Background: an optimization exercise with open tools, aiming at small area, a short achievable clock period and few clock cycles per item. Do not read the settings as production practice.
In this exercise RTL edits were held to simulation tests only and were not proved equivalent to the original.

$ cat design/flow/design.v
module tea_mix (
    input  wire [31:0] v,
    input  wire [31:0] acc,
    input  wire [31:0] a,
    input  wire [31:0] b,
    output wire [31:0] f
);
    wire [31:0] t0, t1, t2;
    tea_add #(.ARCH(1)) u0 (.x({v[27:0], 4'b0000}), .y(a), .ci(1'b0), .s(t0));
    tea_add #(.ARCH(1)) u1 (.x(v), .y(acc), .ci(1'b0), .s(t1));
    tea_add #(.ARCH(1)) u2 (.x({5'b00000, v[31:5]}), .y(b), .ci(1'b0), .s(t2));
    assign f = t0 ^ t1 ^ t2;
endmodule
module tea_add #(parameter integer ARCH = 1) (
    input  wire [31:0] x,
    input  wire [31:0] y,
    input  wire        ci,
    output wire [31:0] s
);
    wire [31:0] p = x ^ y;
    wire [31:0] g0 = x & y;
    wire [31:0] G [0:9];
    wire [31:0] P [0:9];
    assign G[0] = {g0[31:1], g0[0] | (p[0] & ci)};
    assign P[0] = p;
    genvar l, i;
    generate
        if (ARCH == 2) begin : skl
            for (l = 0; l < 5; l = l + 1) begin : lv
                for (i = 0; i < 32; i = i + 1) begin : b
                    if ((i >> l) & 1) begin : op
                        assign G[l+1][i] = G[l][i] | (P[l][i] & G[l][((i >> l) << l) - 1]);
                        assign P[l+1][i] = P[l][i] & P[l][((i >> l) << l) - 1];
                    end else begin : pass
                        assign G[l+1][i] = G[l][i];
                        assign P[l+1][i] = P[l][i];
                    end
                end
            end
            assign s = p ^ {G[5][30:0], ci};
        end else begin : bk
            for (l = 0; l < 5; l = l + 1) begin : up
                for (i = 0; i < 32; i = i + 1) begin : b
                    if ((i % (2 << l)) == (2 << l) - 1) begin : op
                        assign G[l+1][i] = G[l][i] | (P[l][i] & G[l][i - (1 << l)]);
                        assign P[l+1][i] = P[l][i] & P[l][i - (1 << l)];
                    end else begin : pass
                        assign G[l+1][i] = G[l][i];
                        assign P[l+1][i] = P[l][i];
                    end
                end
            end
            for (l = 3; l >= 0; l = l - 1) begin : dn
                for (i = 0; i < 32; i = i + 1) begin : b
                    if ((i % (2 << l)) == (1 << l) - 1 && i >= (2 << l)) begin : op
                        assign G[9-l][i] = G[8-l][i] | (P[8-l][i] & G[8-l][i - (1 << l)]);
                        assign P[9-l][i] = P[8-l][i] & P[8-l][i - (1 << l)];
                    end else begin : pass
                        assign G[9-l][i] = G[8-l][i];
                        assign P[9-l][i] = P[8-l][i];
                    end
                end
            end
            assign s = p ^ {G[9][30:0], ci};
        end
    endgenerate
endmodule
module tea_core (
    input  wire        clk,
    input  wire        rst,           
    input  wire        in_valid,
    output wire        in_ready,
    input  wire        in_decrypt,    
    input  wire [63:0] in_key,
    input  wire [63:0] in_block,
    output wire        out_valid,
    input  wire        out_ready,
    output wire [63:0] out_block
);
    reg         busy;       
    reg         vld;        
    reg  [6:0]  cnt;        
    reg         dec;
    reg  [63:0] key;
    reg  [31:0] a, b;
    reg  [31:0] acc;        
    function [31:0] acc_of(input [4:0] m);
        case (m)
            5'd0: acc_of = 32'h9E3779B9;
            5'd1: acc_of = 32'h3C6EF372;
            5'd2: acc_of = 32'hDAA66D2B;
            5'd3: acc_of = 32'h78DDE6E4;
            5'd4: acc_of = 32'h1715609D;
            5'd5: acc_of = 32'hB54CDA56;
            5'd6: acc_of = 32'h5384540F;
            5'd7: acc_of = 32'hF1BBCDC8;
            5'd8: acc_of = 32'h8FF34781;
            5'd9: acc_of = 32'h2E2AC13A;
            5'd10: acc_of = 32'hCC623AF3;
            5'd11: acc_of = 32'h6A99B4AC;
            5'd12: acc_of = 32'h08D12E65;
            5'd13: acc_of = 32'hA708A81E;
            5'd14: acc_of = 32'h454021D7;
            5'd15: acc_of = 32'hE3779B90;
            5'd16: acc_of = 32'h81AF1549;
            5'd17: acc_of = 32'h1FE68F02;
            5'd18: acc_of = 32'hBE1E08BB;
            5'd19: acc_of = 32'h5C558274;
            5'd20: acc_of = 32'hFA8CFC2D;
            5'd21: acc_of = 32'h98C475E6;
            5'd22: acc_of = 32'h36FBEF9F;
            5'd23: acc_of = 32'hD5336958;
            5'd24: acc_of = 32'h736AE311;
            5'd25: acc_of = 32'h11A25CCA;
            5'd26: acc_of = 32'hAFD9D683;
            5'd27: acc_of = 32'h4E11503C;
            5'd28: acc_of = 32'hEC48C9F5;
            5'd29: acc_of = 32'h8A8043AE;
            5'd30: acc_of = 32'h28B7BD67;
            5'd31: acc_of = 32'hC6EF3720;
        endcase
    endfunction
    wire        idle   = ~busy & ~vld;
    wire        accept = in_valid & idle;
    wire        swp    = cnt[6];
    wire        last   = dec ? cnt[6] & ~cnt[0] : (cnt[5:0] == 6'd63);
    wire [6:0]  cnt_nx = idle ? {7{in_decrypt}} : cnt + 7'd1;
    wire [31:0] f;
    tea_mix u_mix (.v(a), .acc(acc), .a(key[63:32]), .b(key[31:0]), .f(f));
    wire [31:0] a_step;
    tea_add #(.ARCH(2)) u_add (.x(b), .y(f ^ {32{dec}}), .ci(dec), .s(a_step));
    assign in_ready  = idle;
    assign out_valid = vld;
    assign out_block = {b, a};
    always @(posedge clk) begin
        if (rst) begin
            busy <= 1'b0;
            vld  <= 1'b0;
        end else begin
            if (accept) begin
                busy <= 1'b1;
                vld  <= 1'b0;
            end else if (busy) begin
                if (last) begin
                    busy <= 1'b0;
                    vld  <= 1'b1;
                end
            end else if (out_ready) begin
                vld <= 1'b0;
            end
        end
    end
    always @(posedge clk) begin
        cnt <= cnt_nx;
        acc <= idle ? acc_of(5'd0) : acc_of(cnt_nx[5:1] ^ {5{dec}});
        if (idle) begin
            key <= in_key;
            dec <= in_decrypt;
            a   <= in_block[31:0];
            b   <= in_block[63:32];
        end else if (busy) begin
            a   <= swp ? b : a_step;
            b   <= a;
        end
    end
endmodule
$ cat design/flow/flow/run.sh
#!/bin/bash
# Standard ORFS layout, with 1x port buffers and a timing-repair target
# tighter than the clock (the clock and the SDC are unchanged).
set -euo pipefail
bash standard.sh synth > synth.log 2>&1
bash standard.sh SETUP_SLACK_MARGIN=7.25 BUFFER_PORTS_ARGS="-buffer_cell sky130_fd_sc_hd__buf_1" finish > layout.log 2>&1
$ cat design/flow/standard.sh
#!/bin/bash
# synth_recipe.tcl (not shown) runs the flow's synth.tcl, then flattens the netlist and writes it again
# the make line also repeats each setting of config.mk as NAME=value (left out here)
make -C /OpenROAD-flow-scripts/flow DESIGN_CONFIG=/design/flow/config.mk WORK_HOME=/design/flow/orfs CLKGATE_MAP_FILE= SYNTH_SCRIPT=/design/flow/synth_recipe.tcl "${@:-finish}"
$ cat design/flow/config.mk
export PLATFORM = sky130hd
export DESIGN_NAME = tea_core
export DESIGN_NICKNAME = tea_core
export VERILOG_FILES = /design/flow/design.v
export SDC_FILE = /design/flow/constraint.sdc
export NUM_CORES = 4
export LEC_CHECK = 0
export ABC_AREA = 1
export CAP_MARGIN = 20
export CORE_MARGIN = 2
export CORE_UTILIZATION = 40
export CTS_BUF_LIST = sky130_fd_sc_hd__clkbuf_4 sky130_fd_sc_hd__clkbuf_8
export SLEW_MARGIN = 20
$ cat design/flow/constraint.sdc
create_clock -name core_clock -period 12.0 [get_ports {clk}]
set_input_delay 2.4000 -clock core_clock [delete_from_list [all_inputs] [get_ports {clk}]]
set_output_delay 2.4000 -clock core_clock [all_outputs]
set_load 0.01 [all_outputs]
==> summary.md, run 1 <==
| Metric | Value |
|---|---|
| Number of nets at the end of the flow | about 2,100 |
| Insertion delay of the later-clocked pin in the worst-skew pair | 520 ps |
| Number of iterations in the first detailed-routing pass | 5 |
| Netlist cell types | 40 |
| End of the worst register-to-register path | a[16]$_DFFE_PP_ |
| Adder-cell share of the synthesized area | a little under a fifth |
| Ranking of synthesized cells by area | sky130_fd_sc_hd__edfxtp_1, sky130_fd_sc_hd__nand2_1, sky130_fd_sc_hd__ha_1 |
| Worst hold path type | reg -> reg |
| TritonCTS clock tree | built |
| Final cell utilization of the core | between 40% and 50% |
| Number of max-cap violations | 0 |
| RSZ-0062 raised after global routing | yes |
| Final period utilization | 38.34% |
| Post-Synthesis Cells | 1,618 |
| Launch instance of the worst register-to-register path | a[5]$_DFFE_PP_ |
| Core area | 33,530 um2 |
| Fraction of final layout cells with drive strength greater than 1 | under 10% |
| Clock Root Buffer | sky130_fd_sc_hd__clkbuf_8 |
| Worst setup EP type | flop |
| Vias after detailed routing | 11,370 |
| Setup total negative slack | 0 ps |
| Count of cells along the worst hold path | 1 |
| I/O Buffers | 198 |
| Sink Count | 170 |
| Max-slew violations | 0 |
| Ys Warns | 3 |
| Routed length per instance | ~16 um |
| Final antenna-violating net count | 0 |
| End point of the worst hold path | cnt[0]$_DFF_P_ |
| Area share of and/or/nand/nor cells after synthesis | 21.75% |
| Area share of the largest cell type after synthesis | 28.47% |
| Die Height | 188.4 um |
| Number of CTS-inserted buffers | 17 |
| Required time of the critical path | around 12,000 ps |
| DRT iter0 DRCs | 722 |
| Slew at the pin closest to its max-slew limit | 1056 ps |
| Initial antenna violation count | 0 |
| Clock slew seen by the registers of the worst setup and hold paths | 100 ps |
| Most common library cell in the layout ignoring fill and taps | sky130_fd_sc_hd__nand2_1 |
| Setup clock skew after layout | between 15 and 20 ps |
| Launch instance of the worst min-delay path | cnt[0]$_DFF_P_ |
| Remaining global-route overflow | 0 |
| I/O pins | 199 |
| Total number of H-tree levels | 4 |
| Worst setup slack for register-to-register paths | between 7000 and 8000 ps |
| Maximum number of pins on one net before global-route repair | 93 |
| Synthesized-area fraction occupied by xor and xnor cells | 9.204% |
| Origin of the worst setup path | a[5]$_DFFE_PP_ |
| Count of endpoints failing setup in the final report | 0 |
| Layout overhead on the synthesized area | 13.88% |
| DRC errors left | 0 |
| Vias per std cell | 4.984 |
| Weighted congestion at the end of routability-driven global placement | 0.9021 |
| Post-Synthesis Net Count | between 1,500 and 2,000 |
| Syn_area_per_cell | between 8 and 9 um2 |
| Antenna Cells | 0 |
| Crit path arrival time | 4840 ps |
| Largest area contributor in the netlist | sky130_fd_sc_hd__edfxtp_1 |
| Floorplan row count | 67 |
| Number of register bits inferred by synthesis | 170 |
| Die Outline Area | 35,510 um2 |
| Compound-cell area share of the yosys netlist | 8.100% |
| Main combinational cell family by area after synthesis | simple AND/OR/NAND/NOR gates |
| Hpwl dp | 28,200 um |
| CP max FO | 4 |
| Sequential element share of the synthesized area | 34.50% |
| Most frequent cells in the layout | sky130_fd_sc_hd__nand2_1, sky130_fd_sc_hd__buf_1, sky130_fd_sc_hd__inv_1, sky130_fd_sc_hd__edfxtp_1, sky130_fd_sc_hd__ha_1 |
| Total length of routed wires | 37,520 um |
| Post-layout min period | 4600 ps |
| Starting density of the core | between 40% and 50% |
| Bufs on Longest Clock Path | 2 |
| Startpoint type of the worst setup path | flop |
| Number of global-route vias before repair | around 11,000 |
| Number of cells traversed by the worst register-to-register path | 25 |
| Number of hold violations in the final report | 0 |
| Global router's overall resource usage | 21.11% |
| Crit Path Class | reg -> reg |
| Multiplexer area fraction after synthesis | 0% |
| Fillers | between 3,000 and 4,000 |
| Peak clock frequency supported by timing | 217.4 MHz |
| First-pass GRT wire length | 58,150 um |
| Max-slew headroom | between 20% and 30% |
| Die outline width | 188.4 um |
| Netlist area before placement | 13,610 um2 |
| Run status | finished clean |
## state kept, by name, summed over array words and instances, names as in the netlist
signal and count:
a 32, acc 32, b 32, busy 1, cnt 7, dec 1
key 64, vld 1
## layer usage
layer | track usage [%] | routed length (um)
met1 | 28.30 | 17270
met2 | 35.20 | 17810
met3 | 3.576 | 1787
met4 | 5.859 | 660
met5 | 0 | 0
## cell usage after synthesis, drive strengths merged
master  count
nand3     117
nor2      104
dfxtp      41
buf        18
o21ai      66
xor2       37
clkbuf     22
nand3b      6
or2         2
inv       206
nor3        6
o211ai      8
fa         49
a31oi      13
ha        126
o21bai      9
a21o       15
a21oi      76
o21a        2
nand4       8
a22oi       1
xnor2     106
a21boi      4
edfxtp    129
a31o        1
nand2     446
## critical path: stages, from the launching register on
cell and delay, ps:
sky130_fd_sc_hd__edfxtp_1 370, sky130_fd_sc_hd__ha_2 180, sky130_fd_sc_hd__inv_2 40, sky130_fd_sc_hd__fa_2 350, sky130_fd_sc_hd__nand3b_1 170, sky130_fd_sc_hd__o211ai_1 160, sky130_fd_sc_hd__nand2_1 110, sky130_fd_sc_hd__nand2_2 110
sky130_fd_sc_hd__inv_2 70, sky130_fd_sc_hd__o21bai_4 160, sky130_fd_sc_hd__a31oi_2 110, sky130_fd_sc_hd__fa_2 550, sky130_fd_sc_hd__xnor2_1 130, sky130_fd_sc_hd__xnor2_1 100, sky130_fd_sc_hd__ha_1 350, sky130_fd_sc_hd__inv_1 110
sky130_fd_sc_hd__nor3_4 200, sky130_fd_sc_hd__inv_1 50, sky130_fd_sc_hd__nor2_1 90, sky130_fd_sc_hd__nand2_1 90, sky130_fd_sc_hd__nand2_4 90, sky130_fd_sc_hd__inv_2 40, sky130_fd_sc_hd__fa_1 470, sky130_fd_sc_hd__nand2_1 50
sky130_fd_sc_hd__o21ai_1 120, sky130_fd_sc_hd__o21ai_1 80
## worst max-delay path by stage
stage	end	slack [ps]	depth (start not counted)
finish	a[16]$_DFFE_PP_	7400	25
global route	a[16]$_DFFE_PP_	7130	25
CTS	a[16]$_DFFE_PP_	7280	25
detailed placement	a[16]$_DFFE_PP_	6830	26
global placement	a[16]$_DFFE_PP_	6960	27
floorplan	a[16]$_DFFE_PP_	7450	28
## repair_timing
action	CTS	global route
buffers inserted	3	16
resized for setup	7	60
cloned	0	1
hold buffers	0	0
setup endpoints to repair	15	17
pin swaps	1	20
## per-stage QoR
stage,instance area [um2],hold WS (ps),worst slack [ps],std cells
after floorplan,13610,484.8,7446,1618
after global placement,14690,524.6,6959,2229
after detailed placement,14690,527.9,6827,2229
after CTS,15120,557.4,7276,2264
after global routing,15500,578.8,7130,2281
final,15500,555.2,7400,2281
## cells by family after synthesis
| group | count (synthesis) |
|---|---|
| AND/OR/NAND/NOR | 689 |
| buffers and inverters | 246 |
| AO/OA/AOI/OAI | 195 |
| adder cells (fa/ha/maj) | 175 |
| flip-flops | 170 |
| XOR/XNOR | 143 |
## final cells by class
type	instances	area [um2]	share of cell area, %
clock buffer	17	234.0	1.510
clock inverter	15	158.9	1.025
inverter	206	773.2	4.989
multi-input combinational	1203	8153	52.61
sequential	170	4695	30.29
tap	448	560.5	3.617
timing repair buffer	222	923.4	5.958
Testbench counts, summed over its fixed seeds: cycles 68,578, items 1,024.
==> inputs of run 2 (changes only) <==
--- a/design/flow/design.v
+++ b/design/flow/design.v
@@ -129,6 +129,8 @@
     tea_mix u_mix (.v(a), .acc(acc), .a(key[63:32]), .b(key[31:0]), .f(f));
     wire [31:0] a_step;
     tea_add #(.ARCH(2)) u_add (.x(b), .y(f ^ {32{dec}}), .ci(dec), .s(a_step));
+    wire        step    = busy & ~swp;
+    wire [31:0] a_other = idle ? in_block[31:0] : b;
     assign in_ready  = idle;
     assign out_valid = vld;
     assign out_block = {b, a};
@@ -156,11 +158,10 @@
         if (idle) begin
             key <= in_key;
             dec <= in_decrypt;
-            a   <= in_block[31:0];
-            b   <= in_block[63:32];
-        end else if (busy) begin
-            a   <= swp ? b : a_step;
-            b   <= a;
+        end
+        if (idle | busy) begin
+            a   <= step ? a_step : a_other;
+            b   <= idle ? in_block[63:32] : a;
         end
     end
 endmodule
==> run 2 against run 1 <==
  * Synthesized area fell by 2.3%
  * Count of clock-buffer cells in the layout grew 3
  * Global-route usage grew 1.6 points
  * Non-clock buffer count down 5
  * Critical path depth did not move
  * Wire length is 4.9% higher
  * Synthesized cell count fell by 4.4%
  * Core utilization increased by 0.58 points
  * Critical path type unchanged
  * Flip-flop and latch count unchanged
  * Register-to-register slack worse by 20 ps
==> summary.md, run 2 <==
| Metric | Value |
|---|---|
| Run status | finished clean (unchanged) |
| Required time of the critical path | 12,210 ps (was 12,240 ps) |
| Crit Path Class | reg -> reg (unchanged) |
| Synthesized-area fraction occupied by xor and xnor cells | 9.424% (was 9.204%) |
| Die outline width | 186.3 um (was 188.4 um) |
| Global router's overall resource usage | 22.72% (was 21.11%) |
| Netlist cell types | 43 (was 40) |
| Worst setup EP type | flop (unchanged) |
| Most common library cell in the layout ignoring fill and taps | sky130_fd_sc_hd__nand2_1 (unchanged) |
| Share of flip-flops with an asynchronous set or reset | 0% (unchanged) |
| Most frequent cells in the layout | sky130_fd_sc_hd__nand2_1, sky130_fd_sc_hd__buf_1, sky130_fd_sc_hd__inv_1, sky130_fd_sc_hd__edfxtp_1 (was sky130_fd_sc_hd__nand2_1, sky130_fd_sc_hd__buf_1, sky130_fd_sc_hd__inv_1, sky130_fd_sc_hd__edfxtp_1, sky130_fd_sc_hd__ha_1) |
| Number of buffers inserted by hold repair at cts | 0 (unchanged) |
| Multiplexer area fraction after synthesis | 0% (unchanged) |
| Fraction of final layout cells with drive strength greater than 1 | 8.713% (was 8.292%) |
| Sequential element share of the synthesized area | 35.32% (was 34.50%) |
| Launch instance of the worst register-to-register path | a[0]$_DFFE_PP_ (was a[5]$_DFFE_PP_) |
| DRT iter0 DRCs | 1,042 (was 722) |
| Post-layout min period | 4623 ps (was 4600 ps) |
| Dominant cell type by count on the critical path | sky130_fd_sc_hd__nor2_2 |
| Initial antenna violation count | 0 (unchanged) |
| Most instantiated library cell after synthesis | sky130_fd_sc_hd__nand2_1 (unchanged) |
| Top register by number of flip-flops | key (unchanged) |
| First-pass GRT wire length | 58,750 um (was 58,150 um) |
| Number of cells traversed by the worst register-to-register path | 25 (unchanged) |
| Post-Synthesis Cells | 1,546 (was 1,618) |
| I/O Buffers | 198 (unchanged) |
| Slew at the pin closest to its max-slew limit | 995.4 ps (was 1056 ps) |
| Core area | 32,620 um2 (was 33,530 um2) |
| Number of enable-type register cells in the synthesized netlist | 129 (unchanged) |
| Count of endpoints failing setup in the final report | 0 (unchanged) |
| Origin of the worst setup path | a[0]$_DFFE_PP_ (was a[5]$_DFFE_PP_) |
| Total number of H-tree levels | 4 (unchanged) |
| Final antenna-violating net count | 0 (unchanged) |
| Multi-input logic area | 8066 um2 (was 8153 um2) |
| Vias after detailed routing | 11,200 (was 11,370) |
| Area share of the largest cell type after synthesis | 29.15% (was 28.47%) |
| Fillers | 3,263 (was 3,368) |
| Die Height | 186.3 um (was 188.4 um) |
| Startpoint type of the worst setup path | flop (unchanged) |
| Vias per std cell | 5.096 (was 4.984) |
| Peak clock frequency supported by timing | 216.3 MHz (was 217.4 MHz) |
| DRC errors left | 0 (unchanged) |
| Max FFs per register | 64 (unchanged) |
| Adder-cell share of the synthesized area | 19.24% (was 18.79%) |
| Largest area contributor in the netlist | sky130_fd_sc_hd__edfxtp_1 (unchanged) |
| Ys Warns | 3 (unchanged) |
| I/O pins | 199 (unchanged) |
| Area share of and/or/nand/nor cells after synthesis | 20.21% (was 21.75%) |
| End of the worst register-to-register path | a[16]$_DFFE_PP_ (unchanged) |
| Setup clock skew after layout | 18.41 ps (was 17.55 ps) |
| Longest individual stage delay on the worst path | 520 ps (was 550 ps) |
| Number of register bits inferred by synthesis | 170 (unchanged) |
| Met3 layer wire length in the routed design | 2234 um (was 1787 um) |
| Finished Cell Area | 15,270 um2 (was 15,500 um2) |
| Die Outline Area | 34,700 um2 (was 35,510 um2) |
| Routed length per instance | 17.91 um (was 16.45 um) |
| Compound-cell area share of the yosys netlist | 9.170% (was 8.100%) |
| Number of max-cap violations | 0 (unchanged) |
| Maximum number of pins on one net before global-route repair | 84 (was 93) |
| Starting density of the core | 40.74% (was 40.58%) |
| Worst hold path type | reg -> reg (unchanged) |
| Max-slew violations | 0 (unchanged) |
| Number of nets at the end of the flow | 2,051 (was 2,128) |
| Max-slew headroom | 33.57% (was 29.51%) |
| Sink Count | 170 (unchanged) |
| Clock slew seen by the registers of the worst setup and hold paths | 90 ps (was 100 ps) |
| Final period utilization | 38.53% (was 38.34%) |
| Most frequent cells after synthesis | sky130_fd_sc_hd__nand2_1, sky130_fd_sc_hd__inv_1, sky130_fd_sc_hd__edfxtp_1 (unchanged) |
| Cell Area, Placed | 14,440 um2 (was 14,690 um2) |
| Number of global-route vias before repair | 10,610 (was 11,020) |
| Number of iterations in the first detailed-routing pass | 5 (unchanged) |
| Insertion delay of the later-clocked pin in the worst-skew pair | 500 ps (was 520 ps) |
| Syn_area_per_cell | 8.597 um2 (was 8.410 um2) |
| Total met2 wirelength after detailed routing | 17,400 um (was 17,810 um) |
| Number of CTS-inserted buffers | 17 (unchanged) |
| Layout overhead on the synthesized area | 14.87% (was 13.88%) |
| Weighted congestion at the end of routability-driven global placement | 0.9322 (was 0.9021) |
| Bufs on Longest Clock Path | 2 (unchanged) |
| Crit path arrival time | 4830 ps (was 4840 ps) |
| Ranking of synthesized cells by area | sky130_fd_sc_hd__edfxtp_1, sky130_fd_sc_hd__ha_1, sky130_fd_sc_hd__nand2_1 (was sky130_fd_sc_hd__edfxtp_1, sky130_fd_sc_hd__nand2_1, sky130_fd_sc_hd__ha_1) |
| Antenna Cells | 0 (unchanged) |
| CP max FO | 4 (unchanged) |
| Remaining global-route overflow | 0 (unchanged) |
| TritonCTS clock tree | built (unchanged) |
| Worst setup slack for register-to-register paths | 7380 ps (was 7400 ps) |
| RSZ-0062 raised after global routing | yes (unchanged) |
| Total length of routed wires | 39,360 um (was 37,520 um) |
| Uppermost layer routed | met4 (unchanged) |
| Critical Path Slowest Stage Cell | sky130_fd_sc_hd__fa_2 (unchanged) |
| Clock Root Buffer | sky130_fd_sc_hd__clkbuf_8 (unchanged) |
| Hpwl dp | 30,750 um (was 28,200 um) |
| Primary flip-flop cell chosen by synthesis mapping | sky130_fd_sc_hd__edfxtp_1 (unchanged) |
| Post-Synthesis Net Count | 1,854 (was 1,926) |
| Area occupied by registers | 4695 um2 (unchanged) |
| Floorplan row count | 66 (was 67) |
| Netlist area before placement | 13,290 um2 (was 13,610 um2) |
| Number of hold violations in the final report | 0 (unchanged) |
| CP endpoint | a[16]$_DFFE_PP_ (unchanged) |
| Routed length on met1 | 19,030 um (was 17,270 um) |
| Setup total negative slack | 0 ps (unchanged) |
| Main combinational cell family by area after synthesis | simple AND/OR/NAND/NOR gates (unchanged) |
-- run 2: worst min path at each step --
stage	start	to	slack [ps]	depth (start not counted)
final	cnt[0]$_DFF_P_	cnt[0]$_DFF_P_	540	1
after global routing	cnt[0]$_DFF_P_	cnt[0]$_DFF_P_	570	1
after CTS	cnt[0]$_DFF_P_	cnt[0]$_DFF_P_	540	1
after detailed placement	cnt[0]$_DFF_P_	cnt[0]$_DFF_P_	510	1
after global placement	cnt[0]$_DFF_P_	cnt[0]$_DFF_P_	510	1
after floorplan	cnt[0]$_DFF_P_	cnt[0]$_DFF_P_	480	1
-- run 2: per-stage QoR --
step / hold WS [ps] / utilization (%) / worst slack, ps / cells
2_1_floorplan: 484.2 / - / 7468 / 1546
3_3_place_gp: 511.4 / 44.25 / 6958 / 2153
3_5_place_dp: 512.6 / 44.25 / 6715 / 2153
4_1_cts: 535.2 / 45.57 / 7251 / 2188
5_1_grt: 568.0 / 46.80 / 7117 / 2198
6_report: 536.7 / 46.80 / 7377 / 2198
-- run 2: layout make-up --
class,count,share of cell area (%)
Clock inverter,12,0.7294
Inverter,181,4.467
Tap cell,442,3.623
Multi-Input combinational cell,1156,52.84
Sequential cell,170,30.75
Timing Repair Buffer,217,5.827
Clock buffer,20,1.762
-- run 2: logic make-up after synthesis --
| family | count (synthesis) |
|---|---|
| xor gates and xnor gates | 143 |
| and+or+nand+nor | 625 |
| adders and majority gates | 175 |
| AOI/OAI and AO/OA | 213 |
| DFF | 170 |
| buffers and inverters | 220 |
-- run 2: repair_timing --
item | in CTS | in global routing
buffers inserted | 3 | 10
pin swaps | 6 | 29
hold endpoints to repair | 0 | 0
cloned | 0 | 0
setup endpoints to repair | 16 | 16
gates resized for setup | 8 | 71
-- run 2: per-layer routing --
metal | global-route usage, % | up-vias
li1 | - | 5511
met1 | 33.28 | 5327
met2 | 34.66 | 321
met3 | 3.952 | 42
met4 | 5.795 | 0
met5 | 0 | -
-- run 2: worst max-delay path: cells and delay by family, from the launching register on --
kind / cells / cell delay [ps]
xor gates and xnor gates: 3 / 520
buffers and inverters: 6 / 500
AOI/OAI and AO/OA: 2 / 260
and+or+nand+nor: 9 / 870
DFF: 1 / 490
adders and majority gates: 5 / 1690
Testbench counts of run 2, summed over its fixed seeds: cycles 68,578, items 1,024.

-- port drivers added, routing unchanged --
No port has a modelled driver above. Below, the same layouts with a new extraction and two added sets of constraints. Step 1 assumes that a clkbuf_16 drives the clock port and a buf_2 every other input. Step 2 times the ports against the registers' clock, not the clock port: input delays grow and output delays shrink by t, the midpoint of the rising clock arrivals with the driver on. a / b / c = ideal / step 1 / step 2; a / b = the first two.
| run | t, ns | slack for setup (ns) | worst setup path at the end |
|---|---|---|---|
| run 1 | 0.557 | 7.400 / 7.400 / 7.400 | register to register |
| run 2 | 0.530 | 7.377 / 7.377 / 7.323 | input to register |
After both steps every run listed still meets setup and hold. The setup slack of run 2, which loses most, moves by 0.000 ns with the drivers and by -0.054 ns with both steps.
